This design comes from an exercise in tuning for small area, a short achievable clock period and few clock cycles per item on the open sky130 flow, not from production work.
In this exercise RTL edits were held to simulation tests only and were not proved equivalent to the original.
No activity file was given, so power comes from the tool's default toggle rates.

<file path="flow/run.sh">
#!/bin/bash
# synth_recipe.tcl (not shown) runs the flow's synth.tcl, then flattens the netlist and writes it again
# the make line also repeats each setting of config.mk as NAME=value (left out here)
make -C /OpenROAD-flow-scripts/flow DESIGN_CONFIG=/design/flow/config.mk WORK_HOME=/design/flow/orfs CLKGATE_MAP_FILE= SYNTH_SCRIPT=/design/flow/synth_recipe.tcl finish
</file>
<file path="flow/config.mk">
export PLATFORM = sky130hd
export DESIGN_NAME = bcmseq
export DESIGN_NICKNAME = bcmseq
export VERILOG_FILES = /design/flow/design.v
export SDC_FILE = /design/flow/constraint.sdc
export NUM_CORES = 4
export LEC_CHECK = 0
export CAP_MARGIN = 20
export CORE_MARGIN = 2
export CORE_UTILIZATION = 40
export SLEW_MARGIN = 20
</file>
<file path="flow/constraint.sdc">
create_clock -name core_clock -period 6.0 [get_ports {clk}]
set_input_delay 1.2000 -clock core_clock [delete_from_list [all_inputs] [get_ports {clk}]]
set_output_delay 1.2000 -clock core_clock [all_outputs]
set_load 0.01 [all_outputs]
</file>
<file path="flow/design.v">
module bcmseq #(
    parameter [15:0] BASE_LOOP_TICKS = 16'd8,
    parameter [15:0] CALL_OVERHEAD   = 16'd2,
    parameter [15:0] FIRST_INTERVAL  = 16'd100
) (
    input  wire        clk,
    input  wire        rst,
    input  wire        cmd_valid,
    input  wire [51:0] cmd,
    output reg         cmd_ready,
    output reg         rsp_valid,
    output wire [7:0]  rsp,
    input  wire [1:0]  rot,
    output reg         hm_en,
    output reg         hm_we,
    output reg  [10:0] hm_addr,
    output reg  [7:0]  hm_wdata,
    input  wire [7:0]  hm_rdata,
    output reg         sm_en,
    output reg  [10:0] sm_addr,
    input  wire [7:0]  sm_rdata,
    output reg         tmr_load,
    output wire [15:0] tmr_period,
    output reg         tmr_stop,
    input  wire        tmr_expire,
    output reg         p_blank,
    output reg         p_lat,
    output reg         p_clk,
    output wire [3:0]  p_addr,
    output reg  [5:0]  p_data
);
    localparam [3:0] OP_BEGIN    = 4'h1,
                     OP_STOP     = 4'h2,
                     OP_SETPIXEL = 4'h3,
                     OP_SWAPREQ  = 4'h4,
                     OP_RDSTAT   = 4'h5,
                     OP_COPYFWD  = 4'h6,
                     OP_BUFRD    = 4'h7,
                     OP_BUFWR    = 4'h8;
    function [4:0] band;
        input [2:0] r;
        input [1:0] p;
        band = {1'b0, r, 1'b0} + {2'b0, r} + {3'b0, p};
    endfunction
    reg        active;
    reg        pending;      
    reg        urgent;       
    reg        swapreq;
    reg        back;         
    reg [1:0]  plane;
    reg [2:0]  row;
    reg [2:0]  paddr;
    reg        tl_b;         
    assign p_addr = {1'b0, paddr};
    assign rsp    = hm_wdata;
    assign tmr_period = {9'b0, tl_b | (plane == 2'd3), tl_b | (plane == 2'd2),
                         ~tl_b & plane[0], ~tl_b & (plane != 2'd1),
                         tl_b | (plane != 2'd0), ~tl_b, 1'b0};
    wire [3:0]  op = cmd[51:48];
    wire [15:0] cx = cmd[47:32];
    wire [15:0] cy = cmd[31:16];
    wire [15:0] cc = cmd[15:0];
    wire x_ok = ~|cx[15:5] & ~(rot[0] & cx[4]);
    wire y_ok = ~|cy[15:5] & ~(~rot[0] & cy[4]);
    reg [4:0] rx;
    reg [3:0] ry;
    always @(*) begin
        case (rot)
            2'd0:    begin rx = cx[4:0];  ry = cy[3:0];  end
            2'd1:    begin rx = ~cy[4:0]; ry = cx[3:0];  end
            2'd2:    begin rx = ~cx[4:0]; ry = ~cy[3:0]; end
            default: begin rx = cy[4:0];  ry = ~cx[3:0]; end
        endcase
    end
    wire       b_sp  = (op == OP_SETPIXEL);
    wire       b_buf = (op == OP_BUFRD) | (op == OP_BUFWR);
    wire [9:0] dec_f = b_sp ? {1'b0, ry[3], ry[2:0], rx}
                            : (b_buf ? cx[9:0] : 10'd0);
    localparam [3:0] H_IDLE = 4'd0,
                     H_S1   = 4'd1,
                     H_S2   = 4'd2,
                     H_S3   = 4'd3,
                     H_CP   = 4'd4,
                     H_CPX  = 4'd5,
                     H_SW   = 4'd6,
                     H_BZ0  = 4'd7,
                     H_BZ1  = 4'd8,
                     H_BT   = 4'd9;
    reg [3:0]  hseq;
    reg        iq_v;         
    reg [3:0]  iq_op;
    reg        iq_inr;       
    reg [9:0]  iq_f;         
    reg [1:0]  iq_rot;
    reg        acc_done;     
    reg [11:0] px_c;         
    reg        px_bot;
    reg        d_sp, d_cp, d_rd;
    reg [1:0]  d_pg;
    reg        r_cpv;
    wire iq_sp = (iq_op == OP_SETPIXEL);
    wire iq_cp = (iq_op == OP_COPYFWD);
    wire iq_rd = (iq_op == OP_BUFRD);
    wire acc_now  = cmd_valid & cmd_ready;
    wire start    = (hseq == H_IDLE) & iq_v;
    wire mismatch = (hseq == H_S2) & ~acc_done & iq_sp & (rot != iq_rot);
    wire iq_load  = ((hseq == H_IDLE) & ~iq_v) | (hseq == H_S3) |
                    (hseq == H_CPX) | mismatch;
    localparam [2:0] S_IDLE  = 3'd0,
                     S_BLANK = 3'd1,
                     S_LAT   = 3'd2,
                     S_REQ   = 3'd3,
                     S_RD    = 3'd4,
                     S_DAT   = 3'd5,
                     S_C0    = 3'd6,
                     S_C1    = 3'd7;
    reg [2:0] sst;
    reg [4:0] scol;
    reg [1:0] ssub;
    wire scan_req   = (sst == S_REQ);
    wire stop_block = ~active | (cmd_valid & (op == OP_STOP)) |
                      (iq_v & (iq_op == OP_STOP));
    wire go         = pending & ~stop_block;
    wire sp_r0 = start & iq_sp & iq_inr;
    wire sp_r1 = (hseq == H_S1) & iq_sp & iq_inr;
    wire sp_r2 = (hseq == H_S2) & iq_sp & iq_inr & ~mismatch;
    wire rd_r  = (hseq == H_S1) & iq_rd;
    wire cp_ph = (start | (hseq == H_S1) | (hseq == H_S2) | (hseq == H_CP)) & iq_cp;
    wire cp_go = cp_ph & ~(urgent & scan_req);
    wire host_r = sp_r0 | sp_r1 | sp_r2 | rd_r | cp_go;
    wire scan_grant = scan_req & ~host_r;
    wire [1:0]  hpg   = sp_r0 ? 2'd0 : (sp_r1 ? 2'd1 : 2'd2);
    wire [1:0]  spg   = (plane == 2'd0) ? ssub : plane - 2'd1;
    wire        use_s = ~(sp_r0 | sp_r1 | sp_r2);
    wire [2:0]  l_row = use_s ? row : iq_f[7:5];
    wire [1:0]  l_pg  = use_s ? spg : hpg;
    wire [4:0]  l_col = use_s ? scol : iq_f[4:0];
    wire [9:0]  l_off = {band(l_row, l_pg), l_col};
    reg [10:0] sm_addr_n;
    always @(*) begin
        if (scan_grant | sp_r0 | sp_r1 | sp_r2)
            sm_addr_n = {~back ^ ~use_s, l_off};
        else if (rd_r)
            sm_addr_n = {back, iq_f};
        else
            sm_addr_n = {~back, iq_f};
    end
    wire        d_bus = (hseq == H_S2) & ~acc_done;    
    wire [11:0] colr  = d_bus ? {cc[15:12], cc[10:7], cc[4:1]} : px_c;
    wire        dbot  = d_bus ? iq_f[8] : px_bot;
    wire [3:0]  cr = colr[11:8], cg = colr[7:4], cb = colr[3:0];
    reg  [2:0]  ch;
    reg  [7:0]  spb;
    always @(*) begin
        case (d_pg)
            2'd0:    ch = {cb[1], cg[1], cr[1]};
            2'd1:    ch = {cb[2], cg[2], cr[2]};
            default: ch = {cb[3], cg[3], cr[3]};
        endcase
        if (!dbot) begin
            case (d_pg)
                2'd0:    spb = {sm_rdata[7:5], ch, sm_rdata[1:0]};
                2'd1:    spb = {sm_rdata[7:5], ch, sm_rdata[1], cb[0]};
                default: spb = {sm_rdata[7:5], ch, cg[0], cr[0]};
            endcase
        end else begin
            case (d_pg)
                2'd0:    spb = {ch, sm_rdata[4:2], cb[0], cg[0]};
                2'd1:    spb = {ch, sm_rdata[4:2], cr[0], sm_rdata[0]};
                default: spb = {ch, sm_rdata[4:0]};
            endcase
        end
    end
    wire idle_ready = (hseq == H_IDLE) & ~iq_v & ~cmd_valid & ~d_sp & ~d_cp;
    wire cp_last = (iq_f == 10'd767);
    always @(posedge clk) begin
        if (iq_load) begin
            iq_v     <= cmd_valid;
            iq_op    <= (b_sp | b_buf | (op == OP_COPYFWD) | (op == OP_BEGIN) |
                         (op == OP_STOP) | (op == OP_SWAPREQ) | (op == OP_RDSTAT)) ? op : 4'd0;
            iq_inr   <= x_ok & y_ok;
            iq_f     <= dec_f;
            iq_rot   <= rot;
            acc_done <= acc_now;
        end
        if (acc_now) begin
            px_c   <= {cc[15:12], cc[10:7], cc[4:1]};
            px_bot <= ry[3];
        end
        sm_addr <= sm_addr_n;
        if (cp_go) iq_f <= iq_f + 10'd1;
        r_cpv <= cp_go;
        d_sp <= ((hseq == H_S1) | ((hseq == H_S2) & ~mismatch) | (hseq == H_S3)) &
                iq_sp & iq_inr;
        d_pg <= (hseq == H_S1) ? 2'd0 : ((hseq == H_S2) ? 2'd1 : 2'd2);
        d_cp <= r_cpv;
        d_rd <= (hseq == H_S2) & iq_rd;
        hm_en     <= 1'b0;
        hm_we     <= 1'b0;
        rsp_valid <= 1'b0;
        if (d_sp) begin
            hm_wdata <= spb;
            if (!(d_pg == 2'd0 && mismatch)) begin
                hm_en <= 1'b1;
                hm_we <= 1'b1;
            end
            if (d_pg == 2'd0)
                hm_addr <= {back, band(iq_f[7:5], 2'd0), iq_f[4:0]};
            else
                hm_addr[9:5] <= hm_addr[9:5] + 5'd1;
        end else if (d_cp) begin
            hm_wdata     <= sm_rdata;
            hm_en        <= 1'b1;
            hm_we        <= 1'b1;
            hm_addr[9:0] <= hm_addr[9:0] + 10'd1;
        end else if (d_rd) begin
            hm_wdata  <= sm_rdata;
            rsp_valid <= 1'b1;
        end else if (acc_now && op == OP_RDSTAT) begin
            hm_wdata  <= {7'b0, swapreq};
            rsp_valid <= 1'b1;
        end else if (acc_now && op == OP_BUFWR) begin
            hm_wdata <= cc[7:0];
            hm_addr  <= {back, cx[9:0]};
            hm_en    <= 1'b1;
            hm_we    <= 1'b1;
        end else if (hseq == H_BZ0 || hseq == H_BZ1) begin
            hm_wdata <= 8'h00;
            hm_addr  <= {hseq == H_BZ1, iq_f};
            hm_en    <= 1'b1;
            hm_we    <= 1'b1;
        end else if (hseq == H_S1 && iq_cp) begin
            hm_addr <= {back, 10'h3FF};
        end
        cmd_ready <= ((hseq == H_S1) & ~acc_done) | idle_ready;
        tmr_stop  <= 1'b0;
        tmr_load  <= 1'b0;
        if (acc_now && op == OP_SWAPREQ) swapreq <= 1'b1;
        if (acc_now && op == OP_STOP)    active  <= 1'b0;
        case (hseq)
            H_IDLE: if (start) hseq <= H_S1;
            H_S1:   hseq <= H_S2;
            H_S2: begin
                if (mismatch)                  hseq <= H_IDLE;
                else if (iq_cp)                hseq <= H_CP;
                else if (iq_op == OP_STOP)     hseq <= H_SW;
                else if (iq_op == OP_BEGIN)    hseq <= H_BZ0;
                else                           hseq <= H_S3;
            end
            H_S3:   hseq <= H_IDLE;
            H_CP:   if (cp_go && cp_last) hseq <= H_CPX;
            H_CPX: begin
                if (pending) urgent <= 1'b1;
                hseq <= H_IDLE;
            end
            H_SW: if (sst == S_IDLE) begin
                tmr_stop <= 1'b1;
                hseq     <= H_S3;
            end
            H_BZ0: begin
                iq_f <= cp_last ? 10'd0 : iq_f + 10'd1;
                if (cp_last) hseq <= H_BZ1;
            end
            H_BZ1: begin
                iq_f <= iq_f + 10'd1;
                if (cp_last) hseq <= H_BT;
            end
            H_BT: begin
                tmr_load <= 1'b1;
                hseq     <= H_S3;
            end
            default: hseq <= H_IDLE;
        endcase
        case (sst)
            S_IDLE: if (go && active) begin
                p_blank <= 1'b1;
                sst     <= S_BLANK;
            end
            S_BLANK: begin
                if (go) begin
                    p_lat    <= 1'b1;
                    tmr_load <= 1'b1;
                    tl_b     <= 1'b0;
                    if (plane != 2'd3) paddr <= row;
                    sst      <= S_LAT;
                end else begin
                    sst <= S_IDLE;
                end
            end
            S_LAT: begin
                p_lat   <= 1'b0;
                p_blank <= 1'b0;
                urgent  <= 1'b0;
                if (plane != 2'd3) begin
                    plane <= plane + 2'd1;
                end else begin
                    plane <= 2'd0;
                    if (row != 3'd7) begin
                        row <= row + 3'd1;
                    end else begin
                        row <= 3'd0;
                        if (swapreq) begin
                            back    <= ~back;
                            swapreq <= 1'b0;
                        end
                    end
                end
                scol <= 5'd0;
                ssub <= 2'd0;
                sst  <= S_REQ;
            end
            S_REQ: if (scan_grant) sst <= S_RD;
            S_RD:  sst <= S_DAT;
            S_DAT: begin
                if (plane != 2'd0) begin
                    p_data <= sm_rdata[7:2];
                    sst    <= S_C0;
                end else begin
                    case (ssub)
                        2'd0:    p_data[5:4] <= sm_rdata[1:0];
                        2'd1:    p_data[3:2] <= sm_rdata[1:0];
                        default: p_data[1:0] <= sm_rdata[1:0];
                    endcase
                    if (ssub == 2'd2) begin
                        sst <= S_C0;
                    end else begin
                        ssub <= ssub + 2'd1;
                        sst  <= S_REQ;
                    end
                end
            end
            S_C0: begin
                p_clk <= 1'b1;
                sst   <= S_C1;
            end
            default: begin    
                p_clk <= 1'b0;
                ssub  <= 2'd0;
                scol  <= scol + 5'd1;
                sst   <= (scol == 5'd31) ? S_IDLE : S_REQ;
            end
        endcase
        if (sst == S_LAT) pending <= 1'b0;
        if (tmr_expire)   pending <= 1'b1;
        if (hseq == H_SW && sst == S_IDLE) begin
            p_blank <= 1'b1;
            pending <= 1'b0;
        end
        if (hseq == H_BT) begin
            active  <= 1'b1;
            tl_b    <= 1'b1;
            plane   <= 2'd3;
            row     <= 3'd7;
            swapreq <= 1'b0;
            back    <= 1'b0;
            pending <= 1'b0;
            urgent  <= 1'b0;
            sst     <= S_IDLE;
            p_blank <= 1'b1;
            p_lat   <= 1'b0;
            p_clk   <= 1'b0;
            paddr   <= 3'd0;
        end
        sm_en <= host_r | scan_grant;
        if (rst) begin
            hseq      <= H_IDLE;
            sst       <= S_IDLE;
            iq_v      <= 1'b0;
            active    <= 1'b0;
            pending   <= 1'b0;
            urgent    <= 1'b0;
            cmd_ready <= 1'b0;
            rsp_valid <= 1'b0;
            hm_en     <= 1'b0;
            hm_we     <= 1'b0;
            sm_en     <= 1'b0;
            r_cpv     <= 1'b0;
            d_sp      <= 1'b0;
            d_cp      <= 1'b0;
            d_rd      <= 1'b0;
            tmr_load  <= 1'b0;
            tmr_stop  <= 1'b0;
            p_blank   <= 1'b1;
            p_lat     <= 1'b0;
            p_clk     <= 1'b0;
            paddr     <= 3'd0;
        end
    end
endmodule
</file>
==> results.toml, run 1 <==
[yosys]
seq_area_frac_synth_pct = 42.4
synthArstFlopShare_pct = 0
yosys-top-cells-count = "edfxtp_1 (63), nand2_1 (58), dfxtp_1 (48), nor2_1 (46), a21oi_1 (35)"
ys_types = 78
ys_seq_elements = 111
yosysTopAreaCell = "edfxtp_1"
yosys_warnings = 1
yosysMostFrequentCell = "edfxtp_1"
synth-edff-count = 63
syn_area_per_cell_um2 = 9.77
syn-instance-count = 688
synthFlopType = "edfxtp_1"
synth_area_leaders = "edfxtp_1 (28%), dfxtp_1 (14%), ha_1 (4.1%)"
synth_top_area_share_pct = 28.1
synth_area_um2 = 6720

[final_layout]
antenna_cells = 0
layout.cells.non_filler = 1011
drive_above_1_share_pct = 8.60
syn_to_final_growth_pct = 24.6
fin_nets = 884

[timing]
finalSetupTns_ns = 0
finalCritPeriodShare_pct = 76.3
slew_violations = 0
setup_viol = 0
maxSlewHeadroom_pct = 45.1
hold_viol = 0
rsz0062_at_grt = "no"
fin_hold_ws_ns = 0.441
worst_pin_slew_ns = 0.823
fin_ws_ns = 1.42
finalClockSkew_ns = 0.0115
fmax_ghz = 0.218
post-route-min-period_ns = 4.58

[clock_network]
numCtsBuffers = 9
postCtsSetupBuffers = 0
cts_sinks = 111
h-tree-depth = 3
insertion_delay_ns = 0.36
tritoncts = "done"
cts_resized = 0
cts_root_buf = "clkbuf_16"
cts_hold_buf = 0
clkTransAtPathRegs_ns = 0.08
clockBufferDepth = 2

[worst_hold_path]
hold_path_class = "reg2reg"

[grt]
grt_max_degree = 35
antenna_found_initial = 0
grt_pass1_vias = 5496
grt_pass1_wl_um = 29000
globalRouteOverflowTotal = 0
grtUsageTotal_pct = 20.6

[route]
drt_wl_total_um = 18400
post_drt_wl_per_cell_um = 18.2
avgViaCountPerCell = 5.55
drtAntennaViolNets = 0
initialDrtViolationCount = 363
num_vias = 5610
drc = 0
drt_first_pass_iters = 5

[placement]
port_buffers = 127
hpwlAfterDp_um = 14200
gp_congestion = 0.852
dp_cells = 995
place_ws_ns = 1.06

[power]
power_density_nw_per_um2 = 313
ir_drop_mv = 0.239
p_leak_nw = 3.10

[floorplan]
core_um2 = 16500
dieArea_um2 = 17900
row_count = 47
fp.dieW_um = 134
io_pins = 148
die_y_um = 134
start_util_pct = 40.7

[critical_path]
cp.arrival_ns = 4.84
crit_fanout = 12
critPathRequiredTime_ns = 6.26
end_kind = "flip-flop"
crit_path_start_kind = "input port"
setup.worst_path.class = "in2reg"

[run_status]
status = "finished clean"

[job]
maxCapViolCount = 0
worst max-delay path, stage by stage:
cell and delay (ns):
clkdlybuf4s50_1 0.74, xnor2_1 0.44, a211oi_1 0.21, nor2_1 0.59, mux2_2 0.42, ha_1 0.34, fa_1 0.48, xnor2_1 0.15
a221oi_1 0.27
cell families after synthesis:
family          share of synthesized area (%)
buf+inv                                  6.55
simple gates                             18.0
xor+xnor                                 4.95
compound gates                           15.6
flops                                    42.4
mux                                      7.70
other cells                            0.0558
fa+ha+maj                                4.69
layout by cell type (no fill, tap or decap), drive strengths merged, types with 6 or more instances in the layout:
cell	instances
mux2i	22
mux2	19
edfxtp	63
o22ai	15
xnor2	27
nand2	58
a211oi	6
a21oi	35
clkdlybuf4s50	127
nor4	7
nand2b	7
dfxtp	48
nor2	46
conb	11
clkbuf	10
nor2b	17
o21ai	30
or2	7
ha	22
a31oi	6
o211ai	6
and3	7
nor3b	8
a22oi	11
inv	35
nand3	18
xor2	11
a221oi	9
nor3	24
final timing paths:
path,slack [ns],end,cells after the start,startpoint
min reg2reg,0.44,d_cp$_SDFF_PP0_,1,r_cpv$_SDFF_PP0_
min,0.44,d_cp$_SDFF_PP0_,1,r_cpv$_SDFF_PP0_
max reg2reg,2.32,sm_addr[8]$_DFF_P_,8,hseq[1]$_SDFFE_PP0P_
max,1.42,sm_addr[8]$_DFF_P_,9,rot[1]
registers in the layout, indices dropped and copies added (netlist names), 2 cells and up:
register,cells
d_pg,2
hm_addr,11
hm_wdata,8
hseq,4
iq_f,10
iq_op,4
iq_rot,2
p_data,6
paddr,3
plane,2
px_c,12
row,3
scol,5
sm_addr,11
sst,3
ssub,2
routing by layer:
| layer | wire length, µm | GRT usage, % |
|---|---|---|
| met5 | 0 | 0 |
| met4 | 507 | 8.39 |
| met3 | 987 | 2.93 |
| met2 | 8890 | 34.4 |
| met1 | 7980 | 27.0 |
stage by stage:
stage                     util [%]  power (mW)  instance area (µm²)
after floorplan                  -        1.64                 6760
after global placement        48.6        1.92                 8030
after detailed placement      48.6        1.94                 8030
after CTS                     50.7        2.64                 8370
after global routing          50.7        2.75                 8380
final                         50.7        2.62                 8380
power breakdown:
group          switching [mW]  total (mW)  leakage [nW]  internal [mW]
Combinational           0.389       0.756          1.96          0.367
Sequential              0.198        1.17         0.971          0.974
Clock                   0.277       0.695         0.173          0.419
cell type report:
cell class,instances,area [µm²]
Clock buffer,10,239
Clock inverter,6,106
Fill cell,1532,8150
Inverter,34,133
Multi-Input combinational cell,499,3470
Sequential cell,111,2850
Tap cell,220,275
Timing Repair Buffer,131,1300
Testbench counts, summed over its fixed seeds: cycles 34,334, items 3,410.
==> run 2, diff against run 1 <==
--- a/flow/config.mk
+++ b/flow/config.mk
@@ -5,6 +5,7 @@
 export SDC_FILE = /design/flow/constraint.sdc
 export NUM_CORES = 4
 export LEC_CHECK = 0
+export ABC_AREA = 1
 export CAP_MARGIN = 20
 export CORE_MARGIN = 2
 export CORE_UTILIZATION = 40
==> results.toml, run 2 <==
[timing]
fin_hold_ws_ns = 0.402
finalCritPeriodShare_pct = 69.4
finalSetupTns_ns = 0
finalClockSkew_ns = 0.00836
worst_pin_slew_ns = 0.806
slew_violations = 0
setup_viol = 0
post-route-min-period_ns = 4.16
maxSlewHeadroom_pct = 46.1
hold_viol = 0
fmax_ghz = 0.240
rsz0062_at_grt = "no"

[grt]
grt_pass1_vias = 5658
grt_pass1_wl_um = 29300
antenna_found_initial = 0
grtUsageTotal_pct = 21.0
grt_max_degree = 20
globalRouteOverflowTotal = 0

[floorplan]
die_y_um = 134
io_pins = 148
start_util_pct = 40.7
row_count = 47
fp.dieW_um = 134
core_um2 = 16500
dieArea_um2 = 17900

[yosys]
synthFlopType = "edfxtp_1"
ys_seq_elements = 111
yosysMostFrequentCell = "nand2_1"
yosys_warnings = 1
yosys-top-cells-count = "nand2_1 (185), inv_1 (125), o21ai_0 (67), edfxtp_1 (63), nor2_1 (59)"
syn-instance-count = 853
ys_types = 49
synth_area_leaders = "edfxtp_1 (28%), dfxtp_1 (14%), nand2_1 (10%)"
seq_area_frac_synth_pct = 42.4
synth_top_area_share_pct = 28.1
synthArstFlopShare_pct = 0
synth_area_um2 = 6720
yosysTopAreaCell = "edfxtp_1"
synth-edff-count = 63
syn_area_per_cell_um2 = 7.88

[clock_network]
cts_root_buf = "clkbuf_16"
cts_sinks = 111
cts_resized = 0
numCtsBuffers = 9
cts_hold_buf = 0
clkTransAtPathRegs_ns = 0.07
h-tree-depth = 3
tritoncts = "done"
postCtsSetupBuffers = 0
clockBufferDepth = 2
insertion_delay_ns = 0.35

[critical_path]
timing.rr.end = "sm_addr[8]$_DFF_P_"
reg2reg_from = "hseq[0]$_SDFFE_PP0P_"
critPathRequiredTime_ns = 6.25
cp.arrival_ns = 4.41
end_kind = "flip-flop"
worstRegToRegCells = 15
cp-startpoint = "rot[0]"
r2r_setup_slack_ns = 3.10
crit_path_start_kind = "input port"
endpoint = "sm_addr[8]$_DFF_P_"
crit_fanout = 18
setup.worst_path.class = "in2reg"

[run_status]
status = "finished clean"

[power]
ir_drop_mv = 0.178
p_leak_nw = 3.50
power_density_nw_per_um2 = 309

[placement]
gp_congestion = 0.915
hpwlAfterDp_um = 14700
dp_cells = 1177
port_buffers = 127
place_area_um2 = 8100

[route]
drt_wl_total_um = 18600
drc = 0
post_drt_wl_per_cell_um = 15.6
drt_first_pass_iters = 5
num_vias = 6107
drtAntennaViolNets = 0
avgViaCountPerCell = 5.12
initialDrtViolationCount = 521

[final_layout]
antenna_cells = 0
final_area_um2 = 8400
drive_above_1_share_pct = 6.68
largest_reg_flops = 12
multiInputGateArea_um2 = 3210
reg.largest.list = "px_c x12, hm_addr x11, sm_addr x11"
regMostFlops = "px_c"
syn_to_final_growth_pct = 25.0
fin_nets = 1066
layout.cells.non_filler = 1193
final_cell_mix = "nand2_1 (185), clkdlybuf4s50_1 (127), inv_1 (125)"
seq_area_um2 = 2850
num-fill-cells = 1615
layout_commonest_cell = "nand2_1"

[worst_hold_path]
hold_path_class = "reg2reg"
worstHoldStart = "r_cpv$_SDFF_PP0_"

[job]
maxCapViolCount = 0
==> run 2: changes by cell type after synthesis, moves of 12 or more <==
cell,before,now
nand2_1,58,185
inv_1,33,125
o21ai_0,29,67
nand3_1,18,42
xnor2_1,27,3
mux2i_1,21,0
mux2_2,18,0
nor2b_1,17,0
a21oi_1,35,51
clkbuf_1,24,9
nor2_1,46,59
nor2_2,0,12
o22ai_1,15,3
==> run 2: metrics by stage <==
| step | power (mW) | utilization, % | setup slack, ns |
|---|---|---|---|
| 6_report | 2.59 | 50.8 | 1.84 |
| 4_1_cts | 2.61 | 50.8 | 1.83 |
| 3_5_place_dp | 1.99 | 49.0 | 1.46 |
| 5_1_grt | 2.76 | 50.8 | 1.56 |
| 3_3_place_gp | 1.99 | 49.0 | 1.51 |
| 2_1_floorplan | 1.64 | - | 2.56 |
==> run 2: final cells by class <==
type / instances / area share, %
Multi-Input combinational cell: 587 / 38.2
Inverter: 131 / 5.85
Clock inverter: 6 / 0.819
Sequential cell: 111 / 34.0
Clock buffer: 10 / 2.73
Tap cell: 220 / 3.28
Timing Repair Buffer: 128 / 15.2
==> run 2: critical path, cell delays in order <==
cell and delay (ns):
clkdlybuf4s50_1 0.79, inv_1 0.22, nand2_1 0.11, nand2_1 0.05
nand2_1 0.13, nand3_4 0.15, nand2_4 0.13, nand2_4 0.09
o21ai_2 0.20, xor2_1 0.18, inv_1 0.06, ha_1 0.27
ha_1 0.23, fa_1 0.39, inv_1 0.07, nand2_1 0.05
nand3_1 0.06, nand2_1 0.05
==> run 2: report_power, final <==
group | switching [mW] | internal, mW | leakage, nW
clock | 0.286 | 0.328 | 0.145
sequential | 0.135 | 0.985 | 0.968
combinational | 0.529 | 0.331 | 2.39
==> run 2: kinds of logic after synthesis <==
group	Yosys count	synth area share, %
buf+inv	165	10.5
other cells	1	0.0558
flops	111	42.4
fa+ha+maj	24	4.69
xor+xnor	15	1.95
simple gates	355	24.3
compound gates	182	16.2
==> run 2: how the worst min path moves through the flow <==
stage,slack [ns],cells past startpoint,end
after global routing,0.44,2,d_cp$_SDFF_PP0_
after detailed placement,0.39,2,d_cp$_SDFF_PP0_
final,0.40,2,d_cp$_SDFF_PP0_
after global placement,0.39,2,d_cp$_SDFF_PP0_
after CTS,0.40,2,d_cp$_SDFF_PP0_
after floorplan,0.39,2,d_cp$_SDFF_PP0_
==> run 2: routing by layer <==
| metal | part of all wire [%] | routed length (µm) | GRT usage [%] |
|---|---|---|---|
| met1 | 46 | 8590 | 28.1 |
| met4 | 1.8 | 335 | 6.50 |
| met3 | 5.8 | 1080 | 3.50 |
| met5 | 0 | 0 | 0 |
| met2 | 46 | 8620 | 34.8 |
==> run 3, diff against run 2 <==
--- a/flow/config.mk
+++ b/flow/config.mk
@@ -5,7 +5,7 @@
 export SDC_FILE = /design/flow/constraint.sdc
 export NUM_CORES = 4
 export LEC_CHECK = 0
-export ABC_AREA = 1
+export ABC_CLOCK_PERIOD_IN_PS = 2500
 export CAP_MARGIN = 20
 export CORE_MARGIN = 2
 export CORE_UTILIZATION = 40
==> results.toml, run 3 <==
[critical_path]
cp.arrival_ns = 4.84
critPathRequiredTime_ns = 6.26
crit_chain = "clkdlybuf4s50_1 > xnor2_1 > a211oi_1 > nor2_1 > mux2_2 > ha_1 > fa_1 > xnor2_1 > a221oi_1"
crit_fanout = 12
end_kind = "flip-flop"
cp_slowest_stage_delay_ns = 0.74
crit_path_start_kind = "input port"
slowest_stage = "clkdlybuf4s50_1"
critPathMostFrequentCell = "xnor2_1"
setup.worst_path.class = "in2reg"

[grt]
grt_pass1_vias = 5496
grt_max_degree = 35
grtUsageTotal_pct = 20.6
grt_pass1_wl_um = 29000
antenna_found_initial = 0
globalRouteOverflowTotal = 0

[final_layout]
layout.cells.non_filler = 1011
drive_above_1_share_pct = 8.60
antenna_cells = 0
syn_to_final_growth_pct = 24.6
fin_nets = 884
layout_commonest_cell = "clkdlybuf4s50_1"
final_cell_mix = "clkdlybuf4s50_1 (127), edfxtp_1 (63), nand2_1 (58)"
reg.largest.list = "px_c x12, hm_addr x11, sm_addr x11"
regMostFlops = "px_c"
largest_reg_flops = 12

[clock_network]
clockBufferDepth = 2
cts_root_buf = "clkbuf_16"
tritoncts = "done"
cts_hold_buf = 0
numCtsBuffers = 9
postCtsSetupBuffers = 0
insertion_delay_ns = 0.36
cts_resized = 0
h-tree-depth = 3
cts_sinks = 111
clkTransAtPathRegs_ns = 0.08

[route]
drtAntennaViolNets = 0
avgViaCountPerCell = 5.55
drt_first_pass_iters = 5
num_vias = 5610
drc = 0
initialDrtViolationCount = 363
post_drt_wl_per_cell_um = 18.2
drt_wl_total_um = 18400

[yosys]
synth_area_um2 = 6720
yosysMostFrequentCell = "edfxtp_1"
yosysTopAreaCell = "edfxtp_1"
syn-instance-count = 688
synth-edff-count = 63
syn_area_per_cell_um2 = 9.77
synth_area_leaders = "edfxtp_1 (28%), dfxtp_1 (14%), ha_1 (4.1%)"
seq_area_frac_synth_pct = 42.4
ys_types = 78
synthFlopType = "edfxtp_1"
yosys_warnings = 1
synthArstFlopShare_pct = 0
yosys-top-cells-count = "edfxtp_1 (63), nand2_1 (58), dfxtp_1 (48), nor2_1 (46), a21oi_1 (35)"
ys_seq_elements = 111
synth_top_area_share_pct = 28.1

[run_status]
status = "finished clean"

[floorplan]
fp.dieW_um = 134
dieArea_um2 = 17900
die_y_um = 134
row_count = 47
core_um2 = 16500
io_pins = 148
start_util_pct = 40.7

[power]
pwr-share-seq_pct = 44.7
switching_share_pct = 32.9
combPwrFrac_pct = 28.8
p_leak_nw = 3.10
p_int_mw = 1.76
ir_drop_mv = 0.239
p_clk_share_pct = 26.5
power_switching_mw = 0.864
power_density_nw_per_um2 = 313

[placement]
gp_congestion = 0.852
dp_cells = 995
hpwlAfterDp_um = 14200
port_buffers = 127

[timing]
slew_violations = 0
worst_pin_slew_ns = 0.823
maxSlewHeadroom_pct = 45.1
fin_hold_ws_ns = 0.441
post-route-min-period_ns = 4.58
finalClockSkew_ns = 0.0115
rsz0062_at_grt = "no"
setup_viol = 0
fmax_ghz = 0.218
hold_viol = 0
finalCritPeriodShare_pct = 76.3
finalSetupTns_ns = 0

[worst_hold_path]
hold_path_class = "reg2reg"

[job]
maxCapViolCount = 0
-- run 3: final timing paths --
check	end	cells past startpoint	from	slack, ns
max reg2reg	sm_addr[8]$_DFF_P_	8	hseq[1]$_SDFFE_PP0P_	2.32
max	sm_addr[8]$_DFF_P_	9	rot[1]	1.42
min reg2reg	d_cp$_SDFF_PP0_	1	r_cpv$_SDFF_PP0_	0.44
min	d_cp$_SDFF_PP0_	1	r_cpv$_SDFF_PP0_	0.44
-- run 3: through the flow --
stage / worst slack [ns] / total power, mW / utilization, % / instance area, µm²
3_5_place_dp: 1.06 / 1.94 / 48.6 / 8030
5_1_grt: 1.19 / 2.75 / 50.7 / 8380
4_1_cts: 1.43 / 2.64 / 50.7 / 8370
6_report: 1.42 / 2.62 / 50.7 / 8380
3_3_place_gp: 1.11 / 1.92 / 48.6 / 8030
2_1_floorplan: 2.12 / 1.64 / - / 6760
-- run 3: cell type report --
type,instances,area [µm²]
clock inverters,6,106
fillers,1532,8150
inverters,34,133
well taps,220,275
clock buffers,10,239
flip-flops and latches,111,2850
repair buffers,131,1300
multi-input cells,499,3470
-- run 3: kinds of logic (layout without fill, tap and decap cells) --
group           after synthesis  after routing  synth area share, %
buf+inv                      88            181                 6.55
compound gates              154            154                 15.6
simple gates                228            228                 18.0
other cells                   1             11               0.0558
fa+ha+maj                    24             24                 4.69
flops                       111            111                 42.4
mux                          44             44                 7.70
xor+xnor                     38             38                 4.95
-- run 3: worst max-delay path, delay by kind of cell --
kind            cells  cell delay, ns
xor+xnor            2            0.59
buf+inv             1            0.74
fa+ha+maj           2            0.82
simple gates        1            0.59
compound gates      2            0.48
mux                 1            0.42
-- run 3: per-layer routing --
layer,vias up,GRT usage [%],wire [µm]
met1,2670,27.0,7980
li1,2700,-,-
met4,0,8.39,507
met2,207,34.4,8890
met5,-,0,0
met3,33,2.93,987
-- run 3: power groups by stage --
stage,registers [mW],clock network (mW),logic (mW)
3_5_place_dp,1.19,0,0.753
4_1_cts,1.17,0.711,0.758
3_3_place_gp,1.18,0,0.741
2_1_floorplan,1.09,0,0.549
5_1_grt,1.19,0.734,0.825
6_report,1.17,0.695,0.756

-- what the ideal ports hide --
In the flow no input, the clock included, has a driving cell. The finished layouts below were timed again as built, in two steps.
Step 1 (the two cells are an assumption about what drives the block):
set clk [get_ports {clk}]
set_driving_cell -lib_cell sky130_fd_sc_hd__clkbuf_16 $clk
set_driving_cell -lib_cell sky130_fd_sc_hd__buf_2 [delete_from_list [all_inputs] $clk]
Step 2, shift: input delay + t, output delay - t, t = (earliest + latest rising clock arrival at the registers) / 2. This alone moves slack from input paths to output paths.
a / b / c = ideal ports / drivers / drivers and shift; a / b = the first two.
run | t, ns | setup slack, ns | hold WS [ns] | slew at the worst register clock pin (ns) | pins driven straight from the clock port
run 1 | 0.394 | 1.420 / 1.438 / 1.044 | 0.441 / 0.441 / 0.441 | 0.08 / 0.08 | 1
run 2 | 0.391 | 1.838 / 1.855 / 1.464 | 0.402 / 0.402 / 0.402 | 0.08 / 0.08 | 1
run 3 | 0.394 | 1.420 / 1.438 / 1.044 | 0.441 / 0.441 / 0.441 | 0.08 / 0.08 | 1
After both steps every run listed still meets setup and hold.
